From an optimization exercise on the open Yosys and OpenROAD flow, aimed at small area; shortcuts taken in it are not production practice.
No run shown here included a check of the RTL's function; only the layout flow was run.
Power figures rest on the tool's default switching activity, not on a simulated workload.

==> flow/design.v <==
module tone_bpf #(
    parameter MARK = 1
) (
    input  wire        clk,
    input  wire [4:0]  p,
    input  wire        first,     
    input  wire        last,      
    input  wire        act,       
    input  wire        clr,       
    input  wire [12:0] rx,        
    output wire        yb,        
    output reg  [21:0] y1         
);
    function [24:0] u_mark;
        input [2:0] a;
        begin
            case (a)
                3'd0: u_mark = 25'h03ffb90;   
                3'd1: u_mark = 25'h1e04892;   
                3'd2: u_mark = 25'h07f7fe2;   
                3'd3: u_mark = 25'h01fcce4;   
                3'd4: u_mark = 25'h02358c0;   
                3'd5: u_mark = 25'h1c3a5c2;   
                3'd6: u_mark = 25'h062dd12;   
                3'd7: u_mark = 25'h0032a14;   
                default: u_mark = 25'h0;
            endcase
        end
    endfunction
    function [24:0] u_space;
        input [2:0] a;
        begin
            case (a)
                3'd0: u_space = 25'h038c60f;   
                3'd1: u_space = 25'h1e6b489;   
                3'd2: u_space = 25'h06a843b;   
                3'd3: u_space = 25'h01872b5;   
                3'd4: u_space = 25'h01c233f;   
                3'd5: u_space = 25'h1ca11b9;   
                3'd6: u_space = 25'h04de16b;   
                3'd7: u_space = 25'h1fbcfe5;   
                default: u_space = 25'h0;
            endcase
        end
    endfunction
    localparam [24:0] T0M = -25'sd76308;
    localparam [24:0] T0S = 25'sd405531;
    reg  [24:0] y2, y3, y4;
    reg  [24:0] acc;
    reg  [2:0]  tail;
    wire [4:0]  ps = (p > 5'd21) ? 5'd21 : p;
    assign yb = y1[ps];
    wire        g  = ~clr;
    wire        b1 = yb & g;
    wire        b2 = y2[0] & g;
    wire        b3 = y3[0] & g;
    wire        b4 = y4[0] & g;
    wire        s  = ~(b1 ^ last);
    wire [2:0]  u  = {~(b4 ^ b1), ~(b3 ^ b1), ~(b2 ^ b1)};
    wire [24:0] uu = MARK ? u_mark(u) : u_space(u);
    wire [25:0] opa = first ? {MARK ? T0M[24] : T0S[24], MARK ? T0M : T0S} : {acc[24], acc};
    wire [25:0] opb = {26{s}} ^ {uu[24], uu};
    wire [25:0] opc = {8'd0, rx, 5'd0};
    wire [25:0] bc;
    assign bc[4:0] = opb[4:0];
    rca #(.W(21)) u_bc  (.a(opb[25:5]), .b(opc[25:5]), .ci(1'b0), .s(bc[25:5]));
    wire [25:0] sum;
    rca #(.W(26)) u_acc (.a(opa), .b(bc), .ci(s), .s(sum));
    always @(posedge clk) begin
        acc  <= sum[25:1];
        tail <= {sum[0], tail[2:1]};
        if (last && (act || clr))
            y1 <= {~sum[18], sum[17:1], sum[0], tail};
        y2 <= {clr ? 1'b0 : act ? yb    : y2[0], y2[24:1]};
        y3 <= {clr ? 1'b0 : act ? y2[0] : y3[0], y3[24:1]};
        y4 <= {clr ? 1'b0 : act ? y3[0] : y4[0], y4[24:1]};
    end
endmodule
module tone_xpart (
    input  wire        clk,
    input  wire        load,      
    input  wire [15:0] s_data,
    input  wire        last,
    input  wire        act,
    input  wire        clr,
    output wire [12:0] rx
);
    function [12:0] t_x;
        input [3:0] a;
        begin
            case (a)
                4'd0: t_x = 13'h1000;   
                4'd1: t_x = 13'h15fb;   
                4'd2: t_x = 13'h0409;   
                4'd3: t_x = 13'h0a04;   
                4'd4: t_x = 13'h15fb;   
                4'd5: t_x = 13'h1bf6;   
                4'd6: t_x = 13'h0a04;   
                4'd7: t_x = 13'h0fff;   
                4'd8: t_x = 13'h1000;   
                4'd9: t_x = 13'h0a05;   
                4'd10: t_x = 13'h1bf7;   
                4'd11: t_x = 13'h15fc;   
                4'd12: t_x = 13'h0a05;   
                4'd13: t_x = 13'h040a;   
                4'd14: t_x = 13'h15fc;   
                4'd15: t_x = 13'h1001;   
                default: t_x = 13'h0;
            endcase
        end
    endfunction
    reg [15:0] x0;
    reg [24:0] x1, x2, x3, x4;
    wire g = ~clr;
    assign rx = t_x({last, x4[0] & g, x2[0] & g, x0[0] & g});
    always @(posedge clk) begin
        x0 <= load ? s_data : {x0[15], x0[15:1]};
        x1 <= {clr ? 1'b0 : act ? x0[0] : x1[0], x1[24:1]};
        x2 <= {clr ? 1'b0 : act ? x1[0] : x2[0], x2[24:1]};
        x3 <= {clr ? 1'b0 : act ? x2[0] : x3[0], x3[24:1]};
        x4 <= {clr ? 1'b0 : act ? x3[0] : x4[0], x4[24:1]};
    end
endmodule
module env_sq (
    input  wire        clk,
    input  wire        first,
    input  wire        last,
    input  wire [21:0] ym,
    input  wire [21:0] ys,
    input  wire        ybm,
    input  wire        ybs,
    output wire        dlow,      
    output wire        dhigh      
);
    wire [22:0] pp;
    rca #(.W(23)) u_p (.a({ym[21], ym}), .b({ys[21], ys}), .ci(1'b0), .s(pp));
    reg         bor;
    reg  [22:0] acc;
    reg  [18:0] dh;
    wire        b0   = ~first & bor;
    wire        q    = ybm ^ ybs ^ b0;
    wire        bor1 = (~ybm & ybs) | (~(ybm ^ ybs) & b0);
    wire [23:0] addend = ({pp[22], pp} ^ {24{last}}) & {24{q}};
    wire [23:0] opa    = first ? 24'd0 : {acc[22], acc};
    wire [23:0] sum;
    rca #(.W(24)) u_add (.a(opa), .b(addend), .ci(last & q), .s(sum));
    assign dlow  = sum[0];
    assign dhigh = dh[0];
    always @(posedge clk) begin
        bor <= bor1;
        acc <= sum[23:1];
        dh  <= last ? sum[19:1] : {1'b0, dh[18:1]};
    end
endmodule
module env_lpf (
    input  wire        clk,
    input  wire        first,     
    input  wire        last,      
    input  wire        act,       
    input  wire        clr,
    input  wire        dbit,      
    output wire [24:0] v_new,     
    output reg  [24:0] v1         
);
    function [22:0] u_lpf;
        input [3:0] a;
        begin
            case (a)
                4'd0: u_lpf = 23'h2e392a;   
                4'd1: u_lpf = 23'h2e3c3c;   
                4'd2: u_lpf = 23'h2e3f50;   
                4'd3: u_lpf = 23'h2e4262;   
                4'd4: u_lpf = 23'h2e3c3c;   
                4'd5: u_lpf = 23'h2e3f4e;   
                4'd6: u_lpf = 23'h2e4262;   
                4'd7: u_lpf = 23'h2e4574;   
                4'd8: u_lpf = 23'h0ff3b6;   
                4'd9: u_lpf = 23'h0ff6c8;   
                4'd10: u_lpf = 23'h0ff9dc;   
                4'd11: u_lpf = 23'h0ffcee;   
                4'd12: u_lpf = 23'h0ff6c8;   
                4'd13: u_lpf = 23'h0ff9da;   
                4'd14: u_lpf = 23'h0ffcee;   
                4'd15: u_lpf = 23'h100000;   
                default: u_lpf = 23'h0;
            endcase
        end
    endfunction
    localparam [22:0] T0 = -23'sd1048576;
    reg  [24:0] d1, d2, v2;
    reg  [22:0] acc;
    reg  [2:0]  tail;
    wire        s   = ~(v1[0] ^ last);
    wire [3:0]  u   = {~(v2[0] ^ v1[0]), ~(d2[0] ^ v1[0]), ~(d1[0] ^ v1[0]), ~(dbit ^ v1[0])};
    wire [22:0] uu  = u_lpf(u);
    wire [23:0] opa = first ? {T0[22], T0} : {acc[22], acc};
    wire [23:0] opb = {24{s}} ^ {uu[22], uu};
    wire [23:0] sum;
    rca #(.W(24)) u_add (.a(opa), .b(opb), .ci(s), .s(sum));
    assign v_new = {sum[21:1], sum[0], tail};
    always @(posedge clk) begin
        acc  <= sum[23:1];
        tail <= {sum[0], tail[2:1]};
        d1 <= {clr ? 1'b0 : act ? dbit  : d1[0], d1[24:1]};
        d2 <= {clr ? 1'b0 : act ? d1[0] : d2[0], d2[24:1]};
        v1 <= (last && act) ? v_new : {clr ? 1'b0 : v1[0], v1[24:1]};
        v2 <= {clr ? 1'b0 : act ? v1[0] : v2[0], v2[24:1]};
    end
endmodule
module edge_timer (
    input  wire       clk,
    input  wire       rst,
    input  wire       en,
    input  wire       b,
    output wire       pulse,      
    output wire [9:0] h,          
    output reg        last_bit,   
    output reg        z,          
    output reg  [9:0] q           
);
    reg [6:0] r;
    assign pulse = b ^ last_bit;
    assign h     = z ? 10'd0 : q;
    wire sat = (q == 10'd819) && (r == 7'd55);
    always @(posedge clk) begin
        if (rst) begin
            last_bit <= 1'b0;
            z        <= 1'b1;
        end else if (en) begin
            last_bit <= b;
            z        <= pulse;
            if (z) begin
                q <= 10'd0;
                r <= 7'd41;
            end else if (!pulse && !sat) begin
                if (r == 7'd79) begin
                    r <= 7'd0;
                    q <= q + 10'd1;
                end else begin
                    r <= r + 7'd1;
                end
            end
        end
    end
endmodule
module frame_assembler (
    input  wire       clk,
    input  wire       rst,
    input  wire       en,
    input  wire       pulse,
    input  wire       pb,
    input  wire [9:0] h,
    output reg        dispatch,     
    output reg  [4:0] code,
    output reg        zsb,          
    output wire [1:0] state         
);
    reg [6:0] total;
    reg       sync;
    reg [3:0] off;
    reg [5:1] acc;
    wire       warm    = (total != 7'd100);
    wire       is_stop = h[0];
    wire [8:0] whole   = h[9:1];
    wire [9:0] tsum  = {3'd0, total} + {1'b0, whole};
    wire [6:0] tnext = (tsum > 10'd100) ? 7'd100 : tsum[6:0];
    wire [9:0] osum  = {6'd0, off} + {1'b0, whole};
    wire [3:0] e     = (osum > 10'd8) ? 4'd8 : osum[3:0];
    reg [5:1] acc_n;
    integer i;
    always @(*) begin
        for (i = 1; i <= 5; i = i + 1)
            acc_n[i] = acc[i] | (pb && (i >= off) && (i < e));
        code     = acc_n;
        dispatch = pulse && !warm && sync && !(is_stop && !pb) && is_stop && (e == 4'd7);
    end
    assign state = warm ? 2'd0 : (sync ? 2'd2 : 2'd1);
    always @(posedge clk) begin
        if (rst) begin
            total <= 7'd0;
            sync  <= 1'b0;
            off   <= 4'd0;
            acc   <= 5'd0;
        end else if (en) begin
            zsb <= 1'b0;
            if (pulse) begin
                if (warm) begin
                    total <= tnext;
                end else if (!sync) begin
                    if (is_stop)
                        sync <= 1'b1;
                end else if (is_stop && !pb) begin
                    zsb  <= 1'b1;
                    sync <= 1'b0;
                    acc  <= 5'd0;
                    off  <= 4'd0;
                end else if (is_stop) begin
                    acc  <= 5'd0;
                    off  <= 4'd0;
                end else begin
                    acc  <= acc_n;
                    off  <= e;
                end
            end
        end
    end
endmodule
module code_translator (
    input  wire       clk,
    input  wire       rst,
    input  wire       en,
    input  wire       dispatch,
    input  wire [4:0] code,
    output reg        ch_valid,
    output wire [6:0] ch_data,
    output wire       ch_flush,
    output reg        shift
);
    reg [4:0] cr;
    reg [6:0] ch;
    always @(*) begin
        case ({shift, cr})
            6'h00: ch = 7'h20; 6'h01: ch = "E";   6'h02: ch = 7'h0a; 6'h03: ch = "A";
            6'h04: ch = 7'h20; 6'h05: ch = "S";   6'h06: ch = "I";   6'h07: ch = "U";
            6'h08: ch = 7'h0d; 6'h09: ch = "D";   6'h0a: ch = "R";   6'h0b: ch = "J";
            6'h0c: ch = "N";   6'h0d: ch = "F";   6'h0e: ch = "C";   6'h0f: ch = "K";
            6'h10: ch = "T";   6'h11: ch = "Z";   6'h12: ch = "L";   6'h13: ch = "W";
            6'h14: ch = "H";   6'h15: ch = "Y";   6'h16: ch = "P";   6'h17: ch = "Q";
            6'h18: ch = "O";   6'h19: ch = "B";   6'h1a: ch = "G";   6'h1b: ch = 7'h20;
            6'h1c: ch = "M";   6'h1d: ch = "X";   6'h1e: ch = "V";   6'h1f: ch = 7'h20;
            6'h20: ch = 7'h20; 6'h21: ch = "3";   6'h22: ch = 7'h0a; 6'h23: ch = "-";
            6'h24: ch = 7'h20; 6'h25: ch = "'";   6'h26: ch = "8";   6'h27: ch = "7";
            6'h28: ch = 7'h0d; 6'h29: ch = 7'h20; 6'h2a: ch = "4";   6'h2b: ch = 7'h20;
            6'h2c: ch = ",";   6'h2d: ch = 7'h20; 6'h2e: ch = ":";   6'h2f: ch = "(";
            6'h30: ch = "5";   6'h31: ch = "+";   6'h32: ch = ")";   6'h33: ch = "2";
            6'h34: ch = 7'h20; 6'h35: ch = "6";   6'h36: ch = "0";   6'h37: ch = "1";
            6'h38: ch = "9";   6'h39: ch = "?";   6'h3a: ch = 7'h20; 6'h3b: ch = 7'h20;
            6'h3c: ch = ".";   6'h3d: ch = "/";   6'h3e: ch = "=";   6'h3f: ch = 7'h20;
            default: ch = 7'h20;
        endcase
    end
    assign ch_data  = ch;
    assign ch_flush = ch_valid && (cr == 5'h02);
    always @(posedge clk) begin
        if (rst) begin
            shift <= 1'b0;
        end else if (en) begin
            ch_valid <= 1'b0;
            if (dispatch) begin
                if (code == 5'h1f)
                    shift <= 1'b0;
                else if (code == 5'h1b)
                    shift <= 1'b1;
                else begin
                    ch_valid <= 1'b1;
                    cr       <= code;
                end
            end
        end
    end
endmodule
module fsk_decoder (
    input  wire               clk,
    input  wire               rst,         
    input  wire               s_valid,
    input  wire signed [15:0] s_data,      
    output wire               s_ready,
    output reg                o_valid,     
    output wire signed [24:0] o_v,         
    output wire               o_bit,       
    output wire               o_pulse,     
    output wire               o_pulse_bit,
    output wire        [9:0]  o_pulse_h,
    output wire               o_zsb,       
    output wire               ch_valid,
    output wire        [6:0]  ch_data,
    output wire               ch_flush,
    output wire        [1:0]  st_state,    
    output wire               st_shift     
);
    reg  [4:0] p;
    reg        clr;        
    reg        fa;         
    reg        ma;         
    reg        la;         
    wire first  = (p == 5'd0);
    wire last   = (p == 5'd24);
    wire firstl = (p == 5'd19);    
    wire lastl  = (p == 5'd18);
    assign s_ready = last;
    always @(posedge clk) begin
        if (rst) begin
            p       <= 5'd0;
            clr     <= 1'b1;
            fa      <= 1'b0;
            ma      <= 1'b0;
            la      <= 1'b0;
            o_valid <= 1'b0;
        end else begin
            p       <= last ? 5'd0 : p + 5'd1;
            o_valid <= lastl && la;
            if (last) begin
                clr <= 1'b0;
                fa  <= s_valid;
                ma  <= fa;
            end
            if (lastl)
                la  <= ma;
        end
    end
    wire [12:0] rx;
    tone_xpart u_x (
        .clk(clk), .load(last), .s_data(s_data), .last(last), .act(fa), .clr(clr),
        .rx(rx)
    );
    wire        ybm, ybs;
    wire [21:0] ym1, ys1;
    tone_bpf #(.MARK(1)) u_mark (
        .clk(clk), .p(p), .first(first), .last(last), .act(fa), .clr(clr), .rx(rx),
        .yb(ybm), .y1(ym1)
    );
    tone_bpf #(.MARK(0)) u_space (
        .clk(clk), .p(p), .first(first), .last(last), .act(fa), .clr(clr), .rx(rx),
        .yb(ybs), .y1(ys1)
    );
    wire dlow, dhigh;
    env_sq u_sq (
        .clk(clk), .first(first), .last(last), .ym(ym1), .ys(ys1), .ybm(ybm), .ybs(ybs),
        .dlow(dlow), .dhigh(dhigh)
    );
    wire dbit = (p >= 5'd19) ? dlow : dhigh;
    wire [24:0] v_new, v1;
    env_lpf u_lpf (
        .clk(clk), .first(firstl), .last(lastl), .act(la), .clr(clr), .dbit(dbit),
        .v_new(v_new), .v1(v1)
    );
    assign o_v = v1;
    wire step = lastl && la;
    wire b    = !v_new[24] && (v_new != 25'd0);
    wire       pulse, last_bit, z;
    wire [9:0] h, q;
    edge_timer u_edge (
        .clk(clk), .rst(rst), .en(step), .b(b),
        .pulse(pulse), .h(h), .last_bit(last_bit), .z(z), .q(q)
    );
    assign o_bit       = last_bit;
    assign o_pulse     = z;
    assign o_pulse_bit = !last_bit;
    assign o_pulse_h   = q;
    wire       dispatch;
    wire [4:0] code;
    frame_assembler u_frame (
        .clk(clk), .rst(rst), .en(step),
        .pulse(pulse), .pb(last_bit), .h(h),
        .dispatch(dispatch), .code(code), .zsb(o_zsb), .state(st_state)
    );
    code_translator u_ct (
        .clk(clk), .rst(rst), .en(step),
        .dispatch(dispatch), .code(code),
        .ch_valid(ch_valid), .ch_data(ch_data), .ch_flush(ch_flush), .shift(st_shift)
    );
endmodule
module rca #(
    parameter W = 8
) (
    input  wire [W-1:0] a,
    input  wire [W-1:0] b,
    input  wire         ci,
    output wire [W-1:0] s
);
    wire [W:0] c;
    assign c[0] = ci;
    genvar i;
    generate
        for (i = 0; i < W; i = i + 1) begin : g_bit
            assign s[i]   = a[i] ^ b[i] ^ c[i];
            assign c[i+1] = (a[i] & b[i]) | (a[i] & c[i]) | (b[i] & c[i]);
        end
    endgenerate
endmodule
==> flow/run.sh <==
#!/bin/bash
# synth_recipe.tcl (not shown) runs the flow's synth.tcl, then flattens the netlist and writes it again
# the make line also repeats each setting of config.mk as NAME=value (left out here)
make -C /OpenROAD-flow-scripts/flow DESIGN_CONFIG=/design/flow/config.mk WORK_HOME=/design/flow/orfs CLKGATE_MAP_FILE= SYNTH_SCRIPT=/design/flow/synth_recipe.tcl finish
==> flow/config.mk <==
export PLATFORM = sky130hd
export DESIGN_NAME = fsk_decoder
export DESIGN_NICKNAME = fsk_decoder
export VERILOG_FILES = /design/flow/design.v
export SDC_FILE = /design/flow/constraint.sdc
export NUM_CORES = 4
export LEC_CHECK = 0
export ABC_AREA = 1
export CAP_MARGIN = 20
export CORE_MARGIN = 2
export CORE_UTILIZATION = 70
export CTS_BUF_LIST = sky130_fd_sc_hd__clkbuf_4
export SLEW_MARGIN = 20
==> flow/constraint.sdc <==
create_clock -name core_clock -period 45.0 [get_ports {clk}]
set_input_delay 9.0000 -clock core_clock [delete_from_list [all_inputs] [get_ports {clk}]]
set_output_delay 9.0000 -clock core_clock [all_outputs]
set_load 0.01 [all_outputs]
==> results of run 1 <==
[layout by cell type, fill, tap and decap left out, types with 5 or more instances in the layout]
cell             count
dfxtp_1            520
nand2_1            408
inv_1              316
clkbuf_4           211
nor2_1             144
fa_1               142
nand3_1            109
o21ai_0             91
clkdlybuf4s50_1     71
edfxtp_1            69
a21oi_1             66
ha_1                64
xor2_1              51
clkinv_1            28
or2_2               21
nor3_1              19
nand4_1             17
xor2_2              12
inv_2               11
xnor2_1             11
nand2_2             11
buf_4               10
a31oi_1              7
o211ai_1             6
nand2_4              6
o22ai_1              5
[final timing paths]
path                       from                   endpoint  slack, ps  cells past startpoint
max             p[0]$_SDFF_PP0_  u_edge.q[7]$_SDFFCE_PP0P_      29640                     58
min          u_x.x1[11]$_DFF_P_         u_x.x1[10]$_DFF_P_        290                      0
max reg2reg     p[0]$_SDFF_PP0_  u_edge.q[7]$_SDFFCE_PP0P_      29640                     58
min reg2reg  u_x.x1[11]$_DFF_P_         u_x.x1[10]$_DFF_P_        290                      0
[area by class of cell]
class / count / area, sq um / share of cell area [%]
clock inverters: 42 / 315 / 1.22
diodes: 2 / 5.00 / 0.0194
repair buffers: 81 / 786 / 3.05
clock buffers: 211 / 1580 / 6.14
multi-input cells: 1238 / 8830 / 34.2
inverters: 331 / 1240 / 4.82
flip-flops and latches: 589 / 12500 / 48.4
well taps: 442 / 553 / 2.14
[critical path, delay by kind of cell, from the launching register on]
| kind | cells | cell delay (ps) |
|---|---|---|
| xor gates and xnor gates | 1 | 380 |
| buffers and inverters | 11 | 1700 |
| DFF | 1 | 350 |
| adders and majority gates | 22 | 8810 |
| AOI/OAI and AO/OA | 4 | 820 |
| and+or+nand+nor | 20 | 2880 |
[cells by family after synthesis]
group	Yosys count	synth area share (%)
AND/OR/NAND/NOR	756	14.3
XOR/XNOR	76	3.45
AO/OA/AOI/OAI	200	4.82
buffers and inverters	389	6.71
flip-flops	589	54.7
adder cells (fa/ha/maj)	206	16.0
[per-layer routing]
metal	vias to the layer above	part of all wire, %
met5	-	0
met4	0	4.5
met3	188	5.8
met2	599	49
met1	7181	40
li1	7302	-
[power by group]
group | total (mW) | internal, mW | switching [mW]
Clock | 0.450 | 0.240 | 0.209
Sequential | 0.561 | 0.553 | 0.00740
Combinational | 0.0854 | 0.0303 | 0.0551
Total | 1.10 | 0.824 | 0.272
==> notes.md, run 1 <==
unrepaired setup endpoints after global routing no; wire per inst 16.5 um; Total Routing Usage GR approximately 30%; Peak VDD IR roughly 43 uV; largest net degree at the start of global routing between 50 and 60; drt via density approximately 5.2; vias in the first global route roughly 16000; Post-CTS Setup Bufs 0; setup violators final 0; Total Power between 1 and 1.5 mW; remaining antenna violation count 0; Yosys top cell area share 45.6%; DR iter-0 viols 1108; Cell Area, Synth between 0.02 and 0.025 sq mm; global route overflow 0; Syn-to-layout area delta 13.1%; clock slew at the register clock pins of the worst setup and hold paths ~80 ps; clock sinks between 500 and 600; dominant cells by area after synthesis dfxtp_1 (46%), fa_1 (12%), edfxtp_1 (9.1%); Place WS 29760 ps; post-route cell area between 0.02 and 0.03 sq mm; drc violations 0; core area between 0.03 and 0.04 sq mm; 1st-pass router iterations 6; layout net count approximately 2600; final setup margin 29640 ps; critical path required time 45460 ps; Die Y 185 um; grt peak-use layer met2; CP max-delay cell nor3_2; CP Max Fanout 26; Post-synth top flop dfxtp_1; Post-synth ARST share 0%; clk_skew roughly 82 ps; Syn. warnings 9; Worst setup EP type flip-flop; count leader, synth dfxtp_1; Initial Utilization a little over two thirds; Unique masters post-synth 52; synthesized area per cell ~10 sq um; CP arrival around 16000 ps; Post-Route Utilization between 70% and 80%; max_cap viols 0; row cnt 66; dpl cells about 2700; Highest Clock Rate about 0.065 GHz; GP Congestion ~0.9; status finished clean; static leakage between 10 and 15 nW; syn_nets 2441; crit start category flip-flop; Skew-Pair Late Insertion Delay roughly 900 ps; Rel. slew slack between 20% and 30%; number of I/O port buffers 71; Synth Instances approximately 2200; CP peak stage delay ~600 ps; share of cells above drive strength 1 roughly 13%; clock buffer depth 3; TNS Setup 0 ps; critical path class reg2reg; first-pass GRT wire length 78.5 mm; Vias ~15000; Die Area 0.0341 sq mm; Final min period about 15000 ps; width of the chip between 150 and 200 um; most used cell, CP fa_1; initial antenna violation count 2; # hold bufs at CTS 0; Hold Slack slightly below 300 ps; area leader, netlist dfxtp_1; # IOs 72; final wirelength between 40 and 50 mm; CTS Buf Count about 140; grt met3 use under 10%; power density over the cells 42.5 mW/mm^2; Hold WC Path Type reg2reg; final hold vios 0; CTS tree yes; max-slew violations 0; DP Area between 0.02 and 0.025 sq mm; post-DP HPWL around 33 mm; #FFs+latches synth roughly 590; met2 Use GR between 50% and 60%; sequential area share after synthesis between 50% and 60%; post-CTS resize count 0; number of synthesized flops with an enable pin a little under 70; met1 usage in global routing 35.7%; fillcell total ~1900; Finished Layout Cells around 2900; Post-synth top cells dfxtp_1 (520), nand2_1 (408), inv_1 (316); actual slew at the worst max-slew pin between 1000 and 1500 ps; Final Cycle Share approximately a third; Root Driver clkbuf_4; H-tree depth 4
==> inputs of run 2 (changes only) <==
--- a/flow/config.mk
+++ b/flow/config.mk
@@ -9,5 +9,5 @@
 export CAP_MARGIN = 20
 export CORE_MARGIN = 2
-export CORE_UTILIZATION = 70
-export CTS_BUF_LIST = sky130_fd_sc_hd__clkbuf_4
+export CORE_UTILIZATION = 60
+export CTS_BUF_LIST = sky130_fd_sc_hd__clkbuf_2
 export SLEW_MARGIN = 20
==> run 2 against run 1 <==
Sequential share of layout area grew 1.1 points. Sequential cell count is the same. Clock skew grew 18 ps. Synthesized cell count is the same. Critical path depth shrank 1. Setup slack gained 60 ps. Sequential power is essentially flat. First-iteration DRC count shrank 21%.
==> notes.md, run 2 <==
Rel. slew slack ~26%; most frequent cells in the layout dfxtp_1 (520), nand2_1 (408), inv_1 (316), clkbuf_2 (203), nor2_1 (144); vias in the first global route 14900; static leakage ~11 nW; Final Cycle Share between 30% and 40%; Hold Slack 289 ps; # hold bufs at CTS 0; DR iter-0 viols 875; TNS Setup 0 ps; drt via density about 4.9; largest net degree at the start of global routing between 50 and 60; Reg2Reg Depth 57; Die Area about 0.040 sq mm; global route overflow 0; Syn-to-layout area delta 10.6%; power density over the cells 38.6 mW/mm^2; post-CTS resize count 0; GP Congestion roughly 0.85; max-slew violations 0; Skew-Pair Late Insertion Delay approximately 1100 ps; CP Max Fanout 26; FF+latch area between 0.01 and 0.015 sq mm; Comb power frac between 8 and 9%; actual slew at the worst max-slew pin 1110 ps; net switching power 0.262 mW; hold-critical path depth 0; CP peak stage delay between 600 and 700 ps; dominant cells by area after synthesis dfxtp_1 (46%), fa_1 (12%), edfxtp_1 (9.1%); # IOs 72; Root Driver clkbuf_2; Cell Area, Synth roughly 0.023 sq mm; clk_skew roughly 100 ps; hold_sp u_x.x1[17]$_DFF_P_; 1st-pass router iterations 6; first-pass GRT wire length approximately 73 mm; dpl cells around 2800; synthesized area per cell just over 10 sq um; Total Routing Usage GR around a quarter; Worst path top cell family by delay adder cells; count leader, synth dfxtp_1; final setup margin just under 30000 ps; clock sinks a little under 600; Die Y between 150 and 200 um; layout net count between 2000 and 3000; Vias ~15000; drc violations 0; fillcell total between 3000 and 4000; core area roughly 0.038 sq mm; Post-synth top cells dfxtp_1 (520), nand2_1 (408), inv_1 (316); Final min period about 15000 ps; CTS Buf Count between 100 and 150; Finished Layout Cells approximately 3000; clock slew at the register clock pins of the worst setup and hold paths 100 ps; #FFs+latches synth roughly 600; width of the chip 199 um; internal power roughly 0.7 mW; critical path required time between 40000 and 50000 ps; row cnt 71; CP max-delay cell fa_1; CTS tree yes; wire per inst between 10 and 15 um; critical path class reg2reg; sequential area share after synthesis a little over half; post-DP HPWL between 30 and 40 mm; remaining antenna violation count 0; Unique masters post-synth between 50 and 60; unrepaired setup endpoints after global routing no; status finished clean; initial antenna violation count 1; Post-CTS Setup Bufs 0; Sw Share roughly 27%; crit start category flip-flop; Peak VDD IR around 30 uV; syn_nets about 2400; Highest Clock Rate 0.0654 GHz; setup violators final 0; Synth Instances roughly 2200; area of the multi-input gates between 0.008 and 0.009 sq mm; H-tree depth 4; Hold WC Path Type reg2reg; Yosys top cell area share a little under half; Total Power between 0.9 and 1 mW; commonest non-fill, non-tap cell in the layout dfxtp_1; final hold vios 0; clock buffer depth 3; Syn. warnings 9; Post-synth ARST share 0%; max_cap viols 0; FF-to-FF Start p[0]$_SDFF_PP0_; Initial Utilization about three fifths; most used cell, CP fa_1; area leader, netlist dfxtp_1; Place WS between 20000 and 30000 ps; Post-synth top flop dfxtp_1; clock share of power between 30% and 40%; share of cells above drive strength 1 around 13%; CP arrival around 16000 ps; number of I/O port buffers around 70; Worst Path Buf+Inv 10; Worst setup EP type flip-flop; sequential share of power a little under three fifths; final wirelength roughly 43 mm; stages on the worst setup path 57; CP Launch Point p[0]$_SDFF_PP0_; number of synthesized flops with an enable pin 69
==> run 2: final cells by class <==
type	instances	share of cell area, %
Multi-Input combinational cell	1238	35.0
Sequential cell	589	49.4
Antenna cell	1	0.00991
Inverter	331	4.92
Timing Repair Buffer	82	3.14
Tap cell	511	2.53
Clock inverter	39	0.932
Clock buffer	203	4.02
==> run 2: power by group through the flow <==
| stage | combinational, mW | sequential [mW] | clock [mW] |
|---|---|---|---|
| after floorplan | 0.0646 | 0.569 | 0 |
| after global placement | 0.0832 | 0.571 | 0 |
| after detailed placement | 0.0867 | 0.571 | 0 |
| after CTS | 0.0865 | 0.560 | 0.346 |
| after global routing | 0.0993 | 0.562 | 0.372 |
| final | 0.0844 | 0.559 | 0.330 |
==> run 2: kinds of logic (layout without fill, tap and decap cells) <==
kind of cell / count (synthesis) / in the layout / share of synthesized area (%)
buffers and inverters: 389 / 655 / 6.71
AND/OR/NAND/NOR: 756 / 756 / 14.3
adder cells (fa/ha/maj): 206 / 206 / 16.0
AO/OA/AOI/OAI: 200 / 200 / 4.82
other: 0 / 1 / 0
XOR/XNOR: 76 / 76 / 3.45
flip-flops: 589 / 589 / 54.7
==> run 2: routing by layer <==
metal	track usage, %	vias up	part of all wire (%)
met2	37.3	388	47
met5	0	-	0
li1	-	7285	-
met3	5.44	101	5.3
met4	10.6	0	3.1
met1	30.3	6771	45
==> run 2: per-stage QoR <==
step / area [sq um] / utilization [%]
CTS: 25200 / 67.2
detailed placement: 24000 / 63.8
global placement: 24000 / 63.8
floorplan: 22800 / -
global route: 25200 / 67.2
finish: 25200 / 67.2
==> run 2: final timing paths <==
path	end	slack (ps)
hold / removal	u_x.x1[16]$_DFF_P_	290
hold reg to reg	u_x.x1[16]$_DFF_P_	290
setup reg to reg	u_edge.q[9]$_SDFFCE_PP0P_	29700
setup / recovery	u_edge.q[9]$_SDFFCE_PP0P_	29700
==> run 2: worst reg2reg max path: cells and delay by family (launching register included) <==
| family | cells | cell delay [ps] |
|---|---|---|
| adders and majority gates | 22 | 8670 |
| and+or+nand+nor | 19 | 2670 |
| buffers and inverters | 10 | 1630 |
| AOI/OAI and AO/OA | 4 | 900 |
| xor gates and xnor gates | 2 | 620 |
| DFF | 1 | 380 |

==> separate check: timing with driven ports <==
The flow's constraints put no driver on any port. The routed layouts listed below were extracted and timed again, unchanged, in two steps.
Step 1: set_driving_cell puts a clkbuf_16 on clk and a buf_2 on each other input, an assumption about the parent block.
Step 2 times the ports against the registers' clock, not the clock port: input delays grow and output delays shrink by t, the midpoint of the rising clock arrivals with the driver on.
Slacks: no drivers / after step 1 / after step 2; pairs: no drivers / after step 1.
| run | shift t [ns] | setup slack, ns | worst data-port slew with drivers (ns) | pins driven straight from the clock port |
|---|---|---|---|---|
| run 1 | 0.901 | 29.639 / 29.639 / 29.639 | 0.05 | 1 |
| run 2 | 1.074 | 29.699 / 29.699 / 29.699 | 0.05 | 1 |
After both steps setup and hold are still met in every run listed.
